What follows belongs to an exercise in optimizing a design on an open flow for small area, a short achievable clock period and few clock cycles; a production flow would make more cautious choices. Where RTL was checked, it was by simulation tests only, not by an equivalence proof against the original. No activity file was given, so power comes from the tool's default toggle rates.

## zc_demod
module zc_demod (
    input  wire        clk,
    input  wire        rst,
    input  wire        cmd_valid,
    input  wire [31:0] cmd_data,
    output wire        cmd_ready,
    output reg         out_valid,
    output reg  [31:0] out_data,
    output wire [8:0]  status,
    output wire [63:0] sample_count
);
Size: roughly 4100 cells after synthesis, ~2000 flip-flops, roughly 140 I/O pins, roughly 0.053 sq mm of cells after synthesis.
==> flow/config.mk <==
export PLATFORM = sky130hd
export DESIGN_NAME = zc_demod
export DESIGN_NICKNAME = zc_demod
export VERILOG_FILES = /design/flow/design.v
export SDC_FILE = /design/flow/constraint.sdc
export NUM_CORES = 4
export LEC_CHECK = 0
export ABC_AREA = 1
export CAP_MARGIN = 20
export CORE_MARGIN = 2
export CORE_UTILIZATION = 40
export CTS_CLUSTER_DIAMETER = 85
export CTS_CLUSTER_SIZE = 27
export PLACE_DENSITY = 0.6
export SLEW_MARGIN = 20
export SYNTH_HIERARCHICAL = 1
==> flow/constraint.sdc <==
create_clock -name core_clock -period 15.0 [get_ports {clk}]
set_input_delay 3.0000 -clock core_clock [delete_from_list [all_inputs] [get_ports {clk}]]
set_output_delay 3.0000 -clock core_clock [all_outputs]
set_load 0.01 [all_outputs]
standard.sh (not shown) runs the stock make flow with config.mk's settings and CLKGATE_MAP_FILE= SYNTH_SCRIPT=/design/flow/synth_recipe.tcl, a recipe that flattens the netlist after the stock synthesis.
==> flow/flow/run.sh <==
#!/bin/bash
# Standard layout (standard synthesis, floorplan, place, CTS, route), with
# repair_timing asked for more setup slack than the clock period needs, so
# that it shortens the critical paths, and port buffers that it can size.
set -euo pipefail
bash standard.sh finish SETUP_SLACK_MARGIN=10.45 "BUFFER_PORTS_ARGS=-buffer_cell sky130_fd_sc_hd__buf_2" > make_finish.log 2>&1
Testbench counts at the start, summed over its fixed seeds: cycles 390,972.
Next try:
--- a/flow/config.mk
+++ b/flow/config.mk
@@ -10,6 +10,6 @@
 export CORE_MARGIN = 2
-export CORE_UTILIZATION = 40
+export CORE_UTILIZATION = 30
 export CTS_CLUSTER_DIAMETER = 85
 export CTS_CLUSTER_SIZE = 27
-export PLACE_DENSITY = 0.6
+export PLACE_DENSITY = 0.5
 export SLEW_MARGIN = 20
The changed run ran to the end with no violations. Worst setup slack gets worse by 29 ps. Utilization shrinks by 11 points. Wire length grows by a little under a tenth. Clock skew shrinks by 8.0 ps. Power grows slightly. Final cell count grows by roughly a tenth. Global-route usage shrinks by 2.4 points.
Next try:
--- a/flow/config.mk
+++ b/flow/config.mk
@@ -10,6 +10,6 @@
 export CORE_MARGIN = 2
-export CORE_UTILIZATION = 30
+export CORE_UTILIZATION = 50
 export CTS_CLUSTER_DIAMETER = 85
 export CTS_CLUSTER_SIZE = 27
-export PLACE_DENSITY = 0.5
+export PLACE_DENSITY = 0.7
 export SLEW_MARGIN = 20
Outcome:
- The new run went through all stages and came out clean
- wire length is lower by 6.9%
- sequential power is about the same
- core utilization rose by 21 points
- design area drops by 2.2%
Next try:
--- a/flow/flow/run.sh
+++ b/flow/flow/run.sh
@@ -5,2 +5,2 @@
 set -euo pipefail
-bash standard.sh finish SETUP_SLACK_MARGIN=10.45 "BUFFER_PORTS_ARGS=-buffer_cell sky130_fd_sc_hd__buf_2" > make_finish.log 2>&1
+bash standard.sh finish SETUP_SLACK_MARGIN=10.3 "BUFFER_PORTS_ARGS=-buffer_cell sky130_fd_sc_hd__buf_2" > make_finish.log 2>&1
--- a/flow/config.mk
+++ b/flow/config.mk
@@ -10,6 +10,6 @@
 export CORE_MARGIN = 2
-export CORE_UTILIZATION = 50
+export CORE_UTILIZATION = 40
 export CTS_CLUSTER_DIAMETER = 85
 export CTS_CLUSTER_SIZE = 27
-export PLACE_DENSITY = 0.7
+export PLACE_DENSITY = 0.6
 export SLEW_MARGIN = 20
What happened:
- sequential cell count is unchanged
- combinational power fell by about 0.8%
- power went up by about 0.5%
- synthesized area is unchanged
- cell area rises by about 0.47%
- die area increases by 25%
- wire length fell by about 1.3%
- setup slack degrades by 130 ps
Next try:
--- a/flow/flow/run.sh
+++ b/flow/flow/run.sh
@@ -5,2 +5,2 @@
 set -euo pipefail
-bash standard.sh finish SETUP_SLACK_MARGIN=10.3 "BUFFER_PORTS_ARGS=-buffer_cell sky130_fd_sc_hd__buf_2" > make_finish.log 2>&1
+bash standard.sh finish SETUP_SLACK_MARGIN=10.6 "BUFFER_PORTS_ARGS=-buffer_cell sky130_fd_sc_hd__buf_2" > make_finish.log 2>&1
What happened: First-iteration DRC count decreases by 1.2%; critical path depth decreases by 1; wire length increases by 3.6%; core utilization increases by 1.4 points; total power increases by 1.3%; hold slack gets better by 4.4 ps.


zc_demod, a different RTL version from the one above (not shown whole).
Size in the first run: about 4100 cells after synthesis, about 2000 flip-flops, about 0.053 mm2 of cells after synthesis.
clock: 15.0 ns
lec_check: 0
abc_area: 1
cap_margin: 20
core_margin: 2
core_utilization: 40
cts_cluster_diameter: 85
cts_cluster_size: 27
place_density: 0.6
slew_margin: 20
synth_hierarchical: 1
==> flow/flow/run.sh <==
#!/bin/bash
# Standard layout (standard synthesis, floorplan, place, CTS, route), with
# repair_timing asked for more setup slack than the clock period needs, so
# that it shortens the critical paths, and port buffers that it can size.
set -euo pipefail
bash standard.sh finish SETUP_SLACK_MARGIN=10 "BUFFER_PORTS_ARGS=-buffer_cell sky130_fd_sc_hd__buf_2" > make_finish.log 2>&1
Testbench counts at the start, summed over its fixed seeds: cycles 390,972.
Edit:
ABC_AREA = not set   (was 1)
CORE_UTILIZATION = 60   (was 40)
CTS_CLUSTER_DIAMETER = 70   (was 85)
CTS_CLUSTER_SIZE = 24   (was 27)
PLACE_DENSITY = 0.75   (was 0.6)
- The new run finished clean
- sequential power stays flat
- global-route usage went up by 6.0 points
- maximum frequency went down by 4.2%
- non-clock buffer count went up by 37
- worst setup slack is worse by 0.21 ns
- core utilization went up by 23 points
- power went up by 2.1%
- sequential cell count stays the same
- final cell count went down by about 23%
Edit:
CORE_UTILIZATION = 40   (was 60)
PLACE_DENSITY = 0.6   (was 0.75)
Outcome: The changed run finished clean. Final cell count rises by 13%. Wire length falls by 0.69%. Clock skew barely changes. First-iteration DRC count falls by 13%. Global-route usage falls by 6.0 points. Hold slack gains 0.0085 ns.


Setup of v41:
zc_demod again, from the RTL that the note above started with.
export LEC_CHECK = 0
export ABC_AREA = 1
export CAP_MARGIN = 20
export CORE_MARGIN = 2
export CORE_UTILIZATION = 40
export CTS_CLUSTER_DIAMETER = 70
export CTS_CLUSTER_SIZE = 24
export PLACE_DENSITY = 0.6
export SLEW_MARGIN = 20
export SYNTH_HIERARCHICAL = 1
create_clock -name core_clock -period 15.0 [get_ports {clk}]
==> flow/flow/run.sh <==
#!/bin/bash
# Standard layout (standard synthesis, floorplan, place, CTS, route), with
# repair_timing asked for more setup slack than the clock period needs, so
# that it shortens the critical paths, and port buffers that it can size.
set -euo pipefail
bash standard.sh finish SETUP_SLACK_MARGIN=10.3 "BUFFER_PORTS_ARGS=-buffer_cell sky130_fd_sc_hd__buf_2" > make_finish.log 2>&1
Testbench counts of v41, summed over its fixed seeds: cycles 390,972.
The inputs of v52 differ from those of v41 as listed below.
- a change of CTS_CLUSTER_SIZE from 24 to 27
- a deleted ABC_AREA that had been 1
- a change of CTS_CLUSTER_DIAMETER from 70 to 85
==> flow/flow/run.sh <==
#!/bin/bash
# Standard layout (standard synthesis, floorplan, place, CTS, route), with
# repair_timing asked for more setup slack than the clock period needs, so
# that it shortens the critical paths, and port buffers that it can size.
set -euo pipefail
bash standard.sh finish SETUP_SLACK_MARGIN=10 "BUFFER_PORTS_ARGS=-buffer_cell sky130_fd_sc_hd__buf_2" > make_finish.log 2>&1
==> results.txt <==
v41 → v52: maximum single-stage delay on the critical path rose by 0.26 ns; proportion of power drawn by the clock network fell 2.9 points; worst setup slack dropped 0.48 ns.
Re core utilization: v52 and v41 aren't equal, and the higher value belongs to v52.
v52: share of the cycle needed by the critical path after routing 3.2 points above v41
Looking at total length of routed wires, v52 sits 4.6% lower than v41 does.
Looking at critical path arrival, v52 sits above v41.
v52 vs v41 — routed wire length on met3 dropped by a few percent
v41 → v52: tap cell count saw a decrease; number of nets in the layout went down; share of the yosys chip area belonging to registers now sits higher.
Input-level comparison between v55 and v52:
- CTS_CLUSTER_DIAMETER changed from 85 to 70
- CTS_CLUSTER_SIZE changed from 27 to 24
- ABC_AREA newly set to 1
==> flow/flow/run.sh <==
#!/bin/bash
# Standard layout (standard synthesis, floorplan, place, CTS, route), with
# repair_timing asked for more setup slack than the clock period needs, so
# that it shortens the critical paths, and port buffers that it can size.
set -euo pipefail
bash standard.sh finish SETUP_SLACK_MARGIN=10.9 "BUFFER_PORTS_ARGS=-buffer_cell sky130_fd_sc_hd__buf_2" > make_finish.log 2>&1
[summary]
Non-clock buffer count | v55 above v52
v55 ended up with a lower critical path's largest stage delay than v52 did.
Looking at per-cell via count in the routed design, v55 sits about 1% lower than v52 does.
### v55 -> v22
==> flow/flow/run.sh <==
#!/bin/bash
# Standard layout (standard synthesis, floorplan, place, CTS, route), with
# repair_timing asked for more setup slack than the clock period needs, so
# that it shortens the critical paths, and port buffers that it can size.
set -euo pipefail
bash standard.sh finish SETUP_SLACK_MARGIN=10 "BUFFER_PORTS_ARGS=-buffer_cell sky130_fd_sc_hd__buf_2" > make_finish.log 2>&1
## What came out
The final net count in v22 sits 155 below the value recorded for v55. Compared with v55, v22 shows a power that is 1.1% lower. Sort v55 and v22 by via count, descending, and v55 comes first. Of v55 and v22, the higher final clock period utilization by the worst path belongs to v22. Of the two values seen for capture point of the worst path, wj[5] was produced by v22 and hist2[34] by v55.


## v15
Starting RTL as in the previous note.
clock: 15.0 ns
lec_check: 0
abc_area: 1
cap_margin: 20
core_margin: 2
core_utilization: 40
cts_cluster_diameter: 70
cts_cluster_size: 24
place_density: 0.6
slew_margin: 20
synth_hierarchical: 1
==> flow/flow/run.sh <==
#!/bin/bash
# Standard layout (standard synthesis, floorplan, place, CTS, route), with
# repair_timing asked for more setup slack than the clock period needs, so
# that it shortens the critical paths, and port buffers that it can size.
set -euo pipefail
bash standard.sh finish SETUP_SLACK_MARGIN=10.6 "BUFFER_PORTS_ARGS=-buffer_cell sky130_fd_sc_hd__buf_2" > make_finish.log 2>&1
v15: PASS, flow complete, no timing, DRC or antenna violations
Testbench counts of v15, summed over its fixed seeds: cycles 390,972.
Changes in v46 relative to v15:
diff --git a/flow/flow/run.sh b/flow/flow/run.sh
--- a/flow/flow/run.sh
+++ b/flow/flow/run.sh
@@ -5,2 +5,2 @@
 set -euo pipefail
-bash standard.sh finish SETUP_SLACK_MARGIN=10.6 "BUFFER_PORTS_ARGS=-buffer_cell sky130_fd_sc_hd__buf_2" > make_finish.log 2>&1
+bash standard.sh finish SETUP_SLACK_MARGIN=10.3 "BUFFER_PORTS_ARGS=-buffer_cell sky130_fd_sc_hd__buf_2" > make_finish.log 2>&1
diff --git a/flow/config.mk b/flow/config.mk
--- a/flow/config.mk
+++ b/flow/config.mk
@@ -11,4 +11,4 @@
 export CORE_UTILIZATION = 40
-export CTS_CLUSTER_DIAMETER = 70
-export CTS_CLUSTER_SIZE = 24
+export CTS_CLUSTER_DIAMETER = 85
+export CTS_CLUSTER_SIZE = 27
 export PLACE_DENSITY = 0.6
Notes after the runs:
Maximum frequency (v46 vs. v15) decreases slightly
Lower net switching share of the total power was reported by v46, not v15.
When the final numbers for v15 and v46 were put side by side, the critical path depth turned out to be greater in v15.
When v46 is set beside v15, its count of inserted antenna diode cells turns out to be 3 smaller.
The power share of the combinational group of v46 falls short of that of v15 by 0.2 points.
Max final core area utilization across v15 and v46: v15
Changes observed in v46 relative to v15: met1 wire length decreased 1300 um; final wirelength down 6.7%; fraction of area in registers picked up an extra 2.7 points; non-clock buffer count lost 38%.
Input changes introduced in v40 (baseline for comparison: v46):
diff --git a/flow/flow/run.sh b/flow/flow/run.sh
--- a/flow/flow/run.sh
+++ b/flow/flow/run.sh
@@ -5,2 +5,2 @@
 set -euo pipefail
-bash standard.sh finish SETUP_SLACK_MARGIN=10.3 "BUFFER_PORTS_ARGS=-buffer_cell sky130_fd_sc_hd__buf_2" > make_finish.log 2>&1
+bash standard.sh finish SETUP_SLACK_MARGIN=10.5 "BUFFER_PORTS_ARGS=-buffer_cell sky130_fd_sc_hd__buf_2" > make_finish.log 2>&1
diff --git a/flow/config.mk b/flow/config.mk
--- a/flow/config.mk
+++ b/flow/config.mk
@@ -7,3 +7,2 @@
 export LEC_CHECK = 0
-export ABC_AREA = 1
 export CAP_MARGIN = 20
@@ -11,4 +10,4 @@
 export CORE_UTILIZATION = 40
-export CTS_CLUSTER_DIAMETER = 85
-export CTS_CLUSTER_SIZE = 27
+export CTS_CLUSTER_DIAMETER = 70
+export CTS_CLUSTER_SIZE = 24
 export PLACE_DENSITY = 0.6
Results
- Max data arrival time of the critical path across v40 and v46: v40
- Summary of v40 over v46: die boundary width decreased by 5.6 um relative to the old numbers; post-CTS resize count increased by 143 relative to the old numbers.
- Routed via count (v40 / v46): 0.902
- Result: PASS for each of v40 and v46
- Between v40 and v46, relative contribution of the clock network to total power is lower for v46, v40 comes in above that.
- Compared with v46, in v40 total track usage increased by 0.59 points relative to the old numbers; worst setup slack decreased by 0.44 ns relative to the old numbers.
- A beginning of the critical path of cmd_data[14] is what v46 shows, while cmd_data[8] belongs to v40.
- v46 ended up with run_start[9] as its worst setup path endpoint; v40 ended up with flen[0].


## 10-19
zc_demod, a different RTL version from the one above (not shown whole).
Size in the first run: about 2000 flip-flops, about 140 I/O pins.
clock: 15.0 ns
lec_check: 0
abc_clock_period_in_ps: 4000
cap_margin: 20
core_margin: 2
core_utilization: 40
place_density: 0.6
slew_margin: 20
run.sh (not shown) runs the stock make flow with config.mk's settings and CLKGATE_MAP_FILE= SYNTH_SCRIPT=/design/flow/synth_recipe.tcl, a recipe that flattens the netlist after the stock synthesis.
Stock flow here: none of the scripts above is used.
Looking at the reports, 10-19 completed the entire flow and the layout it produced met the timing, design-rule and antenna checks.
#### Input delta (03-02 over 10-19)
- ABC_CLOCK_PERIOD_IN_PS no longer set, was 4000
### Flow results
- Comparing 03-02 against 10-19, there is no change at all in routed metal-1 wirelength.
- Diff 10-19..03-02 | die boundary height | unchanged
- From 03-02 to 10-19, first-pass GRT wire length did not move at all.
- Design area came out exactly the same in 03-02 and 10-19.
- As far as starting utilization of the core area is concerned, 03-02 and 10-19 perform about the same.
- Diff 03-02..10-19 | number of clock buffers in the layout | unchanged
- From 03-02 to 10-19, non-clock buffer contribution to total cell area did not move at all.
- Between 10-19 and 03-02, the power in sequential cells does not differ in any meaningful way.
- Comparing 10-19 against 03-02, there is no change at all in power.
- Reported for 03-02 and 10-19, inverter count of the layout excluding clock inverters turned out identical to the last digit.
- From 10-19 to 03-02, footprint of the multi-input gates did not move at all.
No functional check of the RTL was part of any run of this note.


Another version of the RTL of zc_demod (not shown whole).
For scale: about 140 I/O pins.
Design zc_demod, start of the top module:
module zc_demod (
    input  wire        clk,
    input  wire        rst,
    input  wire        cmd_valid,
    input  wire [31:0] cmd_data,
    output wire        cmd_ready,
    output reg         out_valid,
    output reg  [31:0] out_data,
    output wire [8:0]  status,
    output wire [63:0] sample_count
);
    localparam [16:0] LAST_IDX = 17'd99999;    
    localparam [1:0] FSM_SEARCH = 2'd0, FSM_LOCKED = 2'd1, FSM_CAPT = 2'd2;
    localparam [1:0] S_IDLE = 2'd0, S_HDR = 2'd1, S_DATA = 2'd2, S_END = 2'd3;
    localparam [1:0] PH_START = 2'd0, PH_ALIGN = 2'd1, PH_RUN = 2'd2;
    function automatic [7:0] cat_id(input [2:0] e);
        case (e)
            3'd0: cat_id = 8'h21;  3'd1: cat_id = 8'h12;
            3'd2: cat_id = 8'h07;  3'd3: cat_id = 8'h33;
            3'd4: cat_id = 8'h44;  3'd5: cat_id = 8'h55;
            3'd6: cat_id = 8'h66;  default: cat_id = 8'h77;
        endcase
    endfunction
    reg [1:0]  st;
    reg        rdy;              
    reg        ctrl_inv, ctrl_raw, ill, halt;
    reg [2:0]  cause;
    reg [1:0]  fsm;
    reg [16:0] idx;
    reg [1:0]  phase;
    reg        pol;
    reg [16:0] run_start;
    reg [46:0] hist0;
    reg [62:0] hist1;
    reg [38:0] hist2;
    reg [5:0]  fill0, fill1, fill2;    
    reg [6:0]  eff0, eff1, eff2;       
    reg        cv0, cv1, cv2;
    reg [2:0]  marks0;                 
    reg [2:0]  marks1;                 
    reg [1:0]  marks2;                 
    reg [2:0]  lk_e;
    reg [1:0]  lk_ch;
    reg        lk_inv;
    reg [7:0]  flen;
    reg [7:0]  byte_sr;
    reg [2:0]  bit_cnt;
    reg        dle_pend;
    reg [16:0] fr_start;
    reg [16:0] fr_end1;          
    reg [31:0] ring [0:50];
    reg [5:0]  ptr;              
    reg [7:0]  pbyte;            
    reg        pend;
    reg [5:0]  pend_w;           
    reg [1:0]  pend_l;           
    reg [2:0]  widx;
    reg [5:0]  wj;
    reg        post_lock;
    reg [2:0]  post_e;
    reg [1:0]  post_ch;
    reg        post_inv;
    integer i;
    assign cmd_ready    = rdy;
    assign status       = {ctrl_raw, ctrl_inv, ill, cause, halt, fsm};
    assign sample_count = {47'd0, idx};
    wire ev_reset, ev_ill, ev_pe, ev_start, ev_align, ev_run, ev_smp;
    wire ev_inv, ev_raw, ev_eos, ev_iof, s_pol;
    zc_dec u_dec (
  ...
clock: 15.0 ns
lec_check: 0
cap_margin: 20
core_margin: 2
core_utilization: 40
place_density: 0.6
slew_margin: 20
synth_hierarchical: 1
The starting point produced a clean layout.
Change:
==> flow/flow/run.sh (new file) <==
#!/bin/bash
# Standard layout, with repair_timing asked for more setup slack than the
# clock period needs, so that it shortens the critical paths.
set -euo pipefail
bash standard.sh finish SETUP_SLACK_MARGIN=10 > make_finish.log 2>&1
==> flow/standard.sh (new file) <==
#!/bin/bash
# synth_recipe.tcl (not shown) runs the flow's synth.tcl, then flattens the netlist and writes it again
# the make line also repeats each setting of config.mk as NAME=value (left out here)
make -C /OpenROAD-flow-scripts/flow DESIGN_CONFIG=/design/flow/config.mk WORK_HOME=/design/flow/orfs CLKGATE_MAP_FILE= SYNTH_SCRIPT=/design/flow/synth_recipe.tcl "${@:-finish}"
Settings changed: CTS_CLUSTER_DIAMETER from default to 100, CTS_CLUSTER_SIZE from default to 30.
removed: flow/run.sh
The changed run finished with timing, DRC and antenna clean.
Global-route usage fell by 0.26 points.
Hold slack improved by 0.025 ns.
Clock power fell by well over a third.
No run of this note included a check of the RTL's function; only the layout flow was run.

[what the ideal ports hide]
The flow's constraints put no driver on any port. The routed layouts listed below were extracted and timed again, unchanged, in two steps. Step 1: set_driving_cell puts a clkbuf_16 on clk and a buf_2 on each other input, an assumption about the parent block. Step 2 times the ports against the registers' clock, not the clock port: input delays grow and output delays shrink by t, the midpoint of the rising clock arrivals with the driver on. Slacks: no drivers / after step 1 / after step 2; pairs: no drivers / after step 1.
run	t (ns)	setup WS [ns]	worst setup path after step 2	pins driven straight from the clock port
the first run of note 1	0.756	10.438 / 10.465 / 9.721	input to register	1
the second run of note 1	0.776	10.409 / 10.462 / 9.685	input to register	1
the third run of note 1	0.750	10.438 / 10.484 / 9.734	input to register	1
the fourth run of note 1	0.764	10.307 / 10.364 / 9.600	input to register	1
the fifth run of note 1	0.750	10.395 / 10.428 / 9.678	input to register	1
the first run of note 2	0.748	10.101 / 10.150 / 9.402	input to register	1
the second run of note 2	0.743	9.888 / 9.929 / 9.186	input to register	1
the third run of note 2	0.764	9.997 / 10.043 / 9.279	input to register	1
v41	0.757	10.341 / 10.388 / 9.631	input to register	1
v52	0.740	9.864 / 9.903 / 9.162	input to register	1
v55	0.758	10.417 / 10.445 / 9.687	input to register	1
v22	0.754	10.173 / 10.220 / 9.466	input to register	1
v15	0.764	10.442 / 10.485 / 9.722	input to register	1
v46	0.745	10.366 / 10.416 / 9.671	input to register	1
v40	0.772	9.928 / 9.962 / 9.190	input to register	1
10-19	0.845	8.613 / 8.665 / 7.820	input to register	1
03-02	0.845	8.613 / 8.665 / 7.820	input to register	1
the first run of note 6	0.835	8.656 / 8.700 / 7.865	input to register	1
the second run of note 6	0.741	9.882 / 9.920 / 9.179	input to register	1
After both steps setup and hold are still met in every run listed.
